From an optimization exercise on the open Yosys and OpenROAD flow, aimed at small area, a short achievable clock period and few clock cycles; shortcuts taken in it are not production practice.
The RTL was checked by simulation tests, not by an equivalence proof against the original design.
Power figures rest on the tool's default switching activity, not on a simulated workload.

job 5572:
==> flow/design.v <==
module delta_ctl (
    input  wire [3:0] cs,
    input  wire [1:0] ovf,
    input  wire [1:0] unf,
    input  wire       over,
    input  wire       under,
    output reg  [3:0] cs_next,
    output reg  [1:0] ovf_next,
    output reg  [1:0] unf_next
);
    always @* begin
        cs_next  = cs;
        ovf_next = (ovf != 2'd0) ? ovf - 2'd1 : 2'd0;
        unf_next = (unf != 2'd0) ? unf - 2'd1 : 2'd0;
        if (over) begin
            if (ovf == 2'd3) begin
                if (cs != 4'd8) cs_next = cs + 4'd1;
                ovf_next = 2'd0;
                unf_next = 2'd0;
            end else begin
                ovf_next = ovf + 2'd1;
            end
        end else if (under) begin
            if (unf == 2'd3) begin
                if (cs != 4'd2) cs_next = cs - 4'd1;
                ovf_next = 2'd0;
                unf_next = 2'd0;
            end else begin
                unf_next = unf + 2'd1;
            end
        end
    end
endmodule
module delta_enc #(
    parameter W  = 32,                
    parameter CW = 6                  
) (
    input  wire       clk,
    input  wire       rst,
    input  wire       in_valid,
    output wire       in_ready,
    input  wire [7:0] in_data,
    input  wire       in_last,
    input  wire [3:0] in_cs,
    output wire       out_valid,
    input  wire       out_ready,
    output wire [7:0] out_data,
    output wire       out_last
);
    reg        v1, first1, last1, open;
    reg [7:0]  c1, d1;
    reg [3:0]  ics1;
    reg [3:0]  cs;
    reg [1:0]  ovf, unf;
    reg        term;    
    reg        fin;     
    reg [W-1:0] acc;
    reg [CW-1:0] cnt;
    reg        ov, ol;
    reg [7:0]  od;
    assign out_valid = ov;
    assign out_data  = od;
    assign out_last  = ol;
    wire [7:0] lt;
    assign lt[0] = (d1 == 8'd0);
    genvar k;
    generate
        for (k = 1; k < 8; k = k + 1) begin : g_lt
            assign lt[k] = (d1[7:k] == {(8-k){1'b0}}) ||
                           ((d1[7:k] == {(8-k){1'b1}}) && (d1[k-1:0] != {k{1'b0}}));
        end
    endgenerate
    wire fits  = lt[cs - 4'd1];
    wire under = lt[cs - 4'd2];
    wire app     = v1 && !fin && (cnt <= W - 16);
    wire consume = app && (term || !last1);
    assign in_ready = !v1 || consume;
    wire in_fire = in_valid && in_ready;
    wire anchor = first1 && !term;
    wire sent   = term || !fits;
    wire sel8   = anchor || sent;
    wire [7:0] low = sent ? (8'd1 << (cs - 4'd1)) : (d1 & ~(8'hFF << cs));
    wire [W-1:0] y  = anchor ? acc : ((acc << cs) | {{(W-8){1'b0}}, low});
    wire [W-1:0] an = sel8 ? {y[W-9:0], c1} : y;
    wire [CW-1:0] len = (anchor ? 0 : cs) + (sel8 ? 8 : 0);
    wire [3:0] cs_upd;
    wire [1:0] ovf_upd, unf_upd;
    delta_ctl u_ctl (
        .cs(cs), .ovf(ovf), .unf(unf), .over(!fits), .under(under),
        .cs_next(cs_upd), .ovf_next(ovf_upd), .unf_next(unf_upd)
    );
    wire free     = !ov || out_ready;
    wire rd_final = fin && (cnt <= 8);
    wire rd_norm  = (cnt > 8) || (cnt == 8 && !fin);
    wire rd       = free && (rd_final || rd_norm);
    wire [W+7:0] wsh = {acc, 8'd0} >> cnt;
    wire [CW-1:0] cnt_r = !rd ? cnt : (rd_final ? 0 : cnt - 8);
    always @(posedge clk) begin
        if (rst) begin
            v1   <= 1'b0;
            open <= 1'b0;
            term <= 1'b0;
            fin  <= 1'b0;
            cnt  <= 0;
            ov   <= 1'b0;
        end else begin
            if (in_fire) begin
                v1     <= 1'b1;
                c1     <= in_data;
                d1     <= in_data - c1;
                first1 <= !open;
                last1  <= in_last;
                ics1   <= in_cs;
                open   <= !in_last;
            end else if (consume) begin
                v1 <= 1'b0;
            end
            if (app) begin
                acc <= an;
                if (term) begin
                    term <= 1'b0;
                    fin  <= 1'b1;
                end else if (last1) begin
                    term <= 1'b1;
                end
                if (anchor) begin
                    cs  <= ics1;
                    ovf <= 2'd0;
                    unf <= 2'd0;
                end else if (!term) begin
                    cs  <= cs_upd;
                    ovf <= ovf_upd;
                    unf <= unf_upd;
                end
            end
            cnt <= cnt_r + (app ? len : 0);
            if (rd && rd_final) fin <= 1'b0;
            if (rd) begin
                ov <= 1'b1;
                od <= wsh[7:0];
                ol <= rd_final;
            end else if (out_ready) begin
                ov <= 1'b0;
            end
        end
    end
endmodule
module delta_dec #(
    parameter W  = 32,                
    parameter CW = 6                  
) (
    input  wire       clk,
    input  wire       rst,
    input  wire       in_valid,
    output wire       in_ready,
    input  wire [7:0] in_data,
    input  wire       in_last,
    input  wire [3:0] in_cs,
    output wire       out_valid,
    input  wire       out_ready,
    output wire [7:0] out_data,
    output wire       out_end
);
    localparam [1:0] DS_IDLE  = 2'd0,   
                     DS_ANCH  = 2'd1,   
                     DS_CODE  = 2'd2,   
                     DS_DRAIN = 2'd3;   
    reg [1:0]   st;
    reg [W-1:0] acc;
    reg [CW-1:0] cnt;
    reg [3:0]   cs;
    reg [1:0]   ovf, unf;
    reg         seen_last;
    reg         ov, oe;
    reg [7:0]   od;        
    assign out_valid = ov;
    assign out_data  = od;
    assign out_end   = oe;
    wire [W+15:0] wsh = {acc, 16'd0} >> cnt;
    wire [15:0]   win = wsh[15:0];
    wire [7:0]    t   = win[15:8];
    wire [7:0] zr;    
    wire [6:0] zr2;   
    assign zr[0]  = 1'b1;
    assign zr2[0] = 1'b1;
    genvar j;
    generate
        for (j = 1; j < 8; j = j + 1) begin : g_zr
            assign zr[j] = zr[j-1] & ~t[7-j];
        end
        for (j = 1; j < 7; j = j + 1) begin : g_zr2
            assign zr2[j] = zr2[j-1] & ~t[6-j];
        end
    endgenerate
    wire       is_sent = t[7] & zr[cs - 4'd1];
    wire       under   = (t[7] == t[6]) & ~(t[7] & zr2[cs - 4'd2]);
    wire [15:0] sx     = {{8{t[7]}}, t} >> (4'd8 - cs);
    wire [7:0] sd      = sx[7:0];
    wire [7:0] recon   = od + sd;
    wire [15:0] rsh    = win << cs;
    wire [7:0] raw     = rsh[15:8];
    wire       anch    = (st == DS_ANCH);
    wire       parsing = (st == DS_ANCH) || (st == DS_CODE);
    wire [CW-1:0] need = anch ? 8 : (is_sent ? cs + 8 : cs);
    wire       have    = (cnt >= need);
    wire       out_free = !ov || out_ready;
    wire       step    = parsing && out_free && have;
    wire       exhaust = parsing && out_free && !have && seen_last;
    wire       term    = step && !anch && is_sent && (raw == od);
    wire       ending  = term || exhaust;
    assign in_ready = (st == DS_IDLE) || (st == DS_DRAIN) ||
                      (parsing && !seen_last && cnt <= W - 8);
    wire in_fire = in_valid && in_ready;
    wire [3:0] cs_upd;
    wire [1:0] ovf_upd, unf_upd;
    delta_ctl u_ctl (
        .cs(cs), .ovf(ovf), .unf(unf), .over(is_sent), .under(under),
        .cs_next(cs_upd), .ovf_next(ovf_upd), .unf_next(unf_upd)
    );
    wire [CW-1:0] cnt_c = step ? cnt - need : cnt;
    always @(posedge clk) begin
        if (rst) begin
            st        <= DS_IDLE;
            cnt       <= 0;
            seen_last <= 1'b0;
            ov        <= 1'b0;
        end else begin
            if (in_fire)
                acc <= {acc[W-9:0], in_data};
            if (out_valid && out_ready)
                ov <= 1'b0;
            case (st)
                DS_IDLE: if (in_fire) begin
                    cs        <= in_cs;
                    ovf       <= 2'd0;
                    unf       <= 2'd0;
                    seen_last <= in_last;
                    cnt       <= 8;
                    st        <= DS_ANCH;
                end
                DS_DRAIN: if (in_fire && in_last) st <= DS_IDLE;
                default: begin
                    if (ending) begin
                        ov        <= 1'b1;
                        oe        <= 1'b1;
                        cnt       <= 0;
                        seen_last <= 1'b0;
                        st        <= (seen_last || (in_fire && in_last)) ? DS_IDLE : DS_DRAIN;
                    end else begin
                        cnt <= cnt_c + (in_fire ? 8 : 0);
                        if (in_fire) seen_last <= in_last;
                        if (step) begin
                            ov <= 1'b1;
                            oe <= 1'b0;
                            if (anch) begin
                                od <= t;
                                st <= DS_CODE;
                            end else begin
                                od  <= is_sent ? raw : recon;
                                cs  <= cs_upd;
                                ovf <= ovf_upd;
                                unf <= unf_upd;
                            end
                        end
                    end
                end
            endcase
        end
    end
endmodule
module delta_codec (
    input  wire       clk,
    input  wire       rst,
    input  wire       enc_in_valid,
    output wire       enc_in_ready,
    input  wire [7:0] enc_in_data,
    input  wire       enc_in_last,
    input  wire [3:0] enc_in_cs,
    output wire       enc_out_valid,
    input  wire       enc_out_ready,
    output wire [7:0] enc_out_data,
    output wire       enc_out_last,
    input  wire       dec_in_valid,
    output wire       dec_in_ready,
    input  wire [7:0] dec_in_data,
    input  wire       dec_in_last,
    input  wire [3:0] dec_in_cs,
    output wire       dec_out_valid,
    input  wire       dec_out_ready,
    output wire [7:0] dec_out_data,
    output wire       dec_out_end
);
    delta_enc u_enc (
        .clk(clk), .rst(rst),
        .in_valid(enc_in_valid), .in_ready(enc_in_ready), .in_data(enc_in_data),
        .in_last(enc_in_last), .in_cs(enc_in_cs),
        .out_valid(enc_out_valid), .out_ready(enc_out_ready), .out_data(enc_out_data),
        .out_last(enc_out_last)
    );
    delta_dec u_dec (
        .clk(clk), .rst(rst),
        .in_valid(dec_in_valid), .in_ready(dec_in_ready), .in_data(dec_in_data),
        .in_last(dec_in_last), .in_cs(dec_in_cs),
        .out_valid(dec_out_valid), .out_ready(dec_out_ready), .out_data(dec_out_data),
        .out_end(dec_out_end)
    );
endmodule
Settings: LEC_CHECK=0, ABC_AREA=1, CAP_MARGIN=20, CORE_MARGIN=2, CORE_UTILIZATION=40, SETUP_SLACK_MARGIN=2.0, SLEW_MARGIN=20; clock period 6.0 ns.
run.sh (not shown) runs the stock make flow with config.mk's settings and CLKGATE_MAP_FILE= SYNTH_SCRIPT=/design/flow/synth_recipe.tcl, a recipe that flattens the netlist after the stock synthesis.
The flow did not stop early for job 5572: all stages ran, and the layout cleared the timing, design-rule and antenna checks.
Testbench counts of job 5572, summed over its fixed seeds: cycles 20,679.
[inputs] job 9283 vs job 5572
- removing ABC_AREA (formerly 1)
- removing SETUP_SLACK_MARGIN (formerly 2.0)
Findings:
- Diff job 5572..job 9283 | residual antenna-violating net count after detailed routing | unchanged
- Comparing job 5572 against job 9283, there is no change at all in flip-flop and latch count.
- Relative to job 5572, required time at the endpoint of the critical path has decreased by 40 ps in job 9283.
- Job 9283 has minimum clock period above what job 5572 had.

== build 66 ==
Another version of the RTL of delta_codec (not shown whole).
Size in the first run: roughly 1,600 cells after synthesis, about 130 flip-flops.
==> flow/config.mk <==
export PLATFORM = sky130hd
export DESIGN_NAME = delta_codec
export DESIGN_NICKNAME = delta_codec
export VERILOG_FILES = /design/flow/design.v
export SDC_FILE = /design/flow/constraint.sdc
export NUM_CORES = 4
export LEC_CHECK = 0
export ABC_AREA = 1
export CAP_MARGIN = 20
export CORE_MARGIN = 2
export CORE_UTILIZATION = 40
export CTS_BUF_LIST = sky130_fd_sc_hd__clkbuf_4 sky130_fd_sc_hd__clkbuf_8
export SETUP_SLACK_MARGIN = 2.5
export SLEW_MARGIN = 20
==> flow/constraint.sdc <==
create_clock -name core_clock -period 6.0 [get_ports {clk}]
set_input_delay 1.2000 -clock core_clock [delete_from_list [all_inputs] [get_ports {clk}]]
set_output_delay 1.2000 -clock core_clock [all_outputs]
set_load 0.01 [all_outputs]
Testbench counts of build 66, summed over its fixed seeds: cycles 20,445.
Relative to build 66, the following input files were edited for build 92:
--- a/flow/config.mk
+++ b/flow/config.mk
@@ -12,3 +12,3 @@
 export CTS_BUF_LIST = sky130_fd_sc_hd__clkbuf_4 sky130_fd_sc_hd__clkbuf_8
-export SETUP_SLACK_MARGIN = 2.5
+export SETUP_SLACK_MARGIN = 2.35
 export SLEW_MARGIN = 20
[summary]
- Build 92 ended up with a higher share of the final layout cell area in sequential cells than build 66 did.
- Compared build 92 against build 66; post-route minimum period within noise.
- Per the comparison of build 92 with build 66, post-layout instance count excluding filler cells has decreased, worst hold slack has increased, smallest setup slack after layout ~0 delta, number of global-route vias before repair now sits lower.
diff inputs: build 92 => build 15
--- a/flow/config.mk
+++ b/flow/config.mk
@@ -10,3 +10,3 @@
 export CORE_MARGIN = 2
-export CORE_UTILIZATION = 40
+export CORE_UTILIZATION = 50
 export CTS_BUF_LIST = sky130_fd_sc_hd__clkbuf_4 sky130_fd_sc_hd__clkbuf_8
@@ -14 +14,2 @@
 export SLEW_MARGIN = 20
+export TNS_END_PERCENT = 30
==> comparison <==
Diff build 92 -> build 15 | fraction of power consumed by the clock network | increase of 2.1 points. Summary of the comparison: multi-input gate share of the layout cell area is lower in build 15, relative to build 92. u_dec.od[7] as the capture point of the critical path was reported by build 15, and u_dec.od[6] by build 92. Compared with build 92, in build 15 worst hold slack across all endpoints rose by 0.0067 ns, power up 2.8%.
Here is what was changed in the inputs of build 67 compared with build 15.
--- a/flow/config.mk
+++ b/flow/config.mk
@@ -10,6 +10,4 @@
 export CORE_MARGIN = 2
-export CORE_UTILIZATION = 50
-export CTS_BUF_LIST = sky130_fd_sc_hd__clkbuf_4 sky130_fd_sc_hd__clkbuf_8
-export SETUP_SLACK_MARGIN = 2.35
+export CORE_UTILIZATION = 40
+export SETUP_SLACK_MARGIN = 2.2
 export SLEW_MARGIN = 20
-export TNS_END_PERCENT = 30
### Flow results
Build 67: flow completed, timing, DRC and antenna clean
Comparing build 15 and build 67, count of clock buffers in the final design is higher on build 67.
Fraction of area in registers, build 15 and build 67, lower one = build 15.
In the tables for build 15 and build 67, share of the clock period used by the worst path reads lower with build 15.
Between build 15 and build 67, the difference in power is negligible.
diff inputs: build 67 => build 10
--- a/flow/config.mk
+++ b/flow/config.mk
@@ -8,6 +8,7 @@
 export ABC_AREA = 1
-export CAP_MARGIN = 20
+export CAP_MARGIN = 5
 export CORE_MARGIN = 2
 export CORE_UTILIZATION = 40
+export CTS_BUF_LIST = sky130_fd_sc_hd__clkbuf_4 sky130_fd_sc_hd__clkbuf_8
 export SETUP_SLACK_MARGIN = 2.2
-export SLEW_MARGIN = 20
+export SLEW_MARGIN = 5
Results
Build 10 finished end to end and its layout was clean on timing, DRC and antenna. Cell area: build 10 better than build 67. Re number of antenna violations at the first check in global routing: no difference whatsoever between build 10 and build 67. Build 10 ends up with higher share of the final layout cell area in multi-input gates than build 67 does. Routed wire in build 10 totals less than in build 67. Build 10 vs build 67 on wire length on met3: build 10 is the higher one. Comparing build 67 with build 10, the worst hold slack came out essentially unchanged. Going from build 67 to build 10, required time of the worst setup path moved down; worst setup slack moved up. Max cell leakage power across build 67 and build 10: build 67.

delta_codec, a different RTL version from the one above (not shown whole).
Size in the first run: ~1,600 cells after synthesis, about 130 flip-flops, roughly 54 I/O pins, roughly 11,000 µm² of cells after synthesis.
make LEC_CHECK=0 ABC_AREA=1 CAP_MARGIN=20 CORE_MARGIN=2 CORE_UTILIZATION=50 CTS_BUF_LIST='sky130_fd_sc_hd__clkbuf_4 sky130_fd_sc_hd__clkbuf_8' SETUP_SLACK_MARGIN=2.35 SLEW_MARGIN=20 finish   # period 6.0 ns
The baseline finished clean.
Testbench counts at the start, summed over its fixed seeds: cycles 20,445.
Change:
Settings changed: CORE_UTILIZATION 50 to 40, CTS_BUF_LIST sky130_fd_sc_hd__clkbuf_4 sky130_fd_sc_hd__clkbuf_8 to default, SETUP_SLACK_MARGIN 2.35 to 2.6.
Effect:
- The new run completed with no timing, DRC or antenna violations
- count of clock-buffer cells in the layout falls by 2
- clock power goes up by 41%
- critical path depth shrinks by 9
- cell area rose by 6.5%
- synthesized area is unchanged
Change:
Settings changed: SETUP_SLACK_MARGIN 2.6 to 2.2.
The changed run passed the timing, design-rule and antenna checks.
Total power went down by 8.0%.
Register-to-register slack is worse by 130 ps.
Fmax went down by 3.5%.
Non-clock buffer count went down by 38.
Final area went down by 6.6%.
Routed wire length went down by 5.2%.
Sequential cell count does not change.
Hold slack is better by 6.9 ps.
Synthesized cell count is unchanged.

## MS
RTL: one of the versions met above, not the one the previous note started from.
Size in the first run: roughly 1600 cells after synthesis, about 130 flip-flops, ~11000 um^2 of cells after synthesis.
export LEC_CHECK = 0
export ABC_AREA = 1
export CAP_MARGIN = 20
export CORE_MARGIN = 2
export CORE_UTILIZATION = 50
export CTS_BUF_LIST = sky130_fd_sc_hd__clkbuf_4 sky130_fd_sc_hd__clkbuf_8
export SETUP_SLACK_MARGIN = 2.25
export SLEW_MARGIN = 20
create_clock -name core_clock -period 6.0 [get_ports {clk}]
MS completed; timing, DRC and antenna clean
Testbench counts of MS, summed over its fixed seeds: cycles 20,445.
## Diff of input files: TR against MS
- CORE_UTILIZATION changed from 50 to 40
- SETUP_SLACK_MARGIN changed from 2.25 to 2.2
- GPL_ROUTABILITY_DRIVEN newly set to 0
- GPL_TIMING_DRIVEN newly set to 0
Findings:
- sky130_fd_sc_hd__edfxtp_1 as the worst-path cell with the longest stage delay was reported by TR, and sky130_fd_sc_hd__ha_1 by MS.
- Higher clock-buffer cell count was reported by TR, not MS.
- Ratio of routed vias to standard cells for TR is lower than for MS.
- Compared with MS, in TR core utilization went down 12 points; actual slew at the worst max-slew pin grew by 0.20 ns; worst setup slack -0.13 ns; worst IR drop on VDD went up 4.5%.
- From MS to TR the numbers moved as follows: die boundary width up 11%; area share of buffers outside the clock network up 0.31 points; worst hold-check slack down 0.016 ns.

what the ideal ports hide:
The results above use ideal ports. As a check the final layouts listed here were re-extracted and re-timed, cells and wires unchanged. Step 1 assumes that a clkbuf_16 drives the clock port and a buf_2 every other input. Step 2, shift: input delay + t, output delay - t, t = (earliest + latest rising clock arrival at the registers) / 2. This alone moves slack from input paths to output paths. Three values: ideal, step 1, step 2; two values: the first two.
run | shift t [ns] | setup WS [ns] | worst hold slack (ns) | latest minus earliest clock arrival (ns) | pins driven straight from the clock port
job 5572 | 0.500 | 1.711 / 1.711 / 1.711 | 0.453 / 0.453 / 0.453 | 0.015 / 0.015 | 1
job 9283 | 0.498 | 0.185 / 0.185 / 0.185 | 0.458 / 0.458 / 0.458 | 0.026 / 0.026 | 1
build 66 | 0.509 | 2.496 / 2.496 / 2.496 | 0.456 / 0.456 / 0.456 | 0.022 / 0.022 | 1
build 92 | 0.510 | 2.498 / 2.498 / 2.498 | 0.459 / 0.459 / 0.459 | 0.015 / 0.015 | 1
build 15 | 0.494 | 2.425 / 2.425 / 2.320 | 0.466 / 0.466 / 0.466 | 0.013 / 0.013 | 1
build 67 | 0.475 | 2.383 / 2.383 / 2.383 | 0.455 / 0.455 / 0.455 | 0.016 / 0.015 | 1
build 10 | 0.493 | 2.401 / 2.401 / 2.401 | 0.457 / 0.457 / 0.457 | 0.020 / 0.021 | 1
the first run of note 3 | 0.497 | 2.408 / 2.408 / 2.005 | 0.464 / 0.464 / 0.464 | 0.027 / 0.027 | 1
the second run of note 3 | 0.481 | 2.489 / 2.489 / 2.223 | 0.458 / 0.458 / 0.458 | 0.014 / 0.014 | 1
the third run of note 3 | 0.482 | 2.363 / 2.362 / 2.068 | 0.465 / 0.465 / 0.465 | 0.017 / 0.017 | 1
MS | 0.503 | 2.465 / 2.465 / 2.465 | 0.466 / 0.466 / 0.466 | 0.019 / 0.020 | 1
TR | 0.507 | 2.333 / 2.333 / 2.333 | 0.449 / 0.449 / 0.449 | 0.026 / 0.026 | 1
After both steps every run listed still meets setup and hold. For the first run of note 3, which loses most, drivers alone change the setup slack by 0.000 ns; drivers and shift together by -0.403 ns.
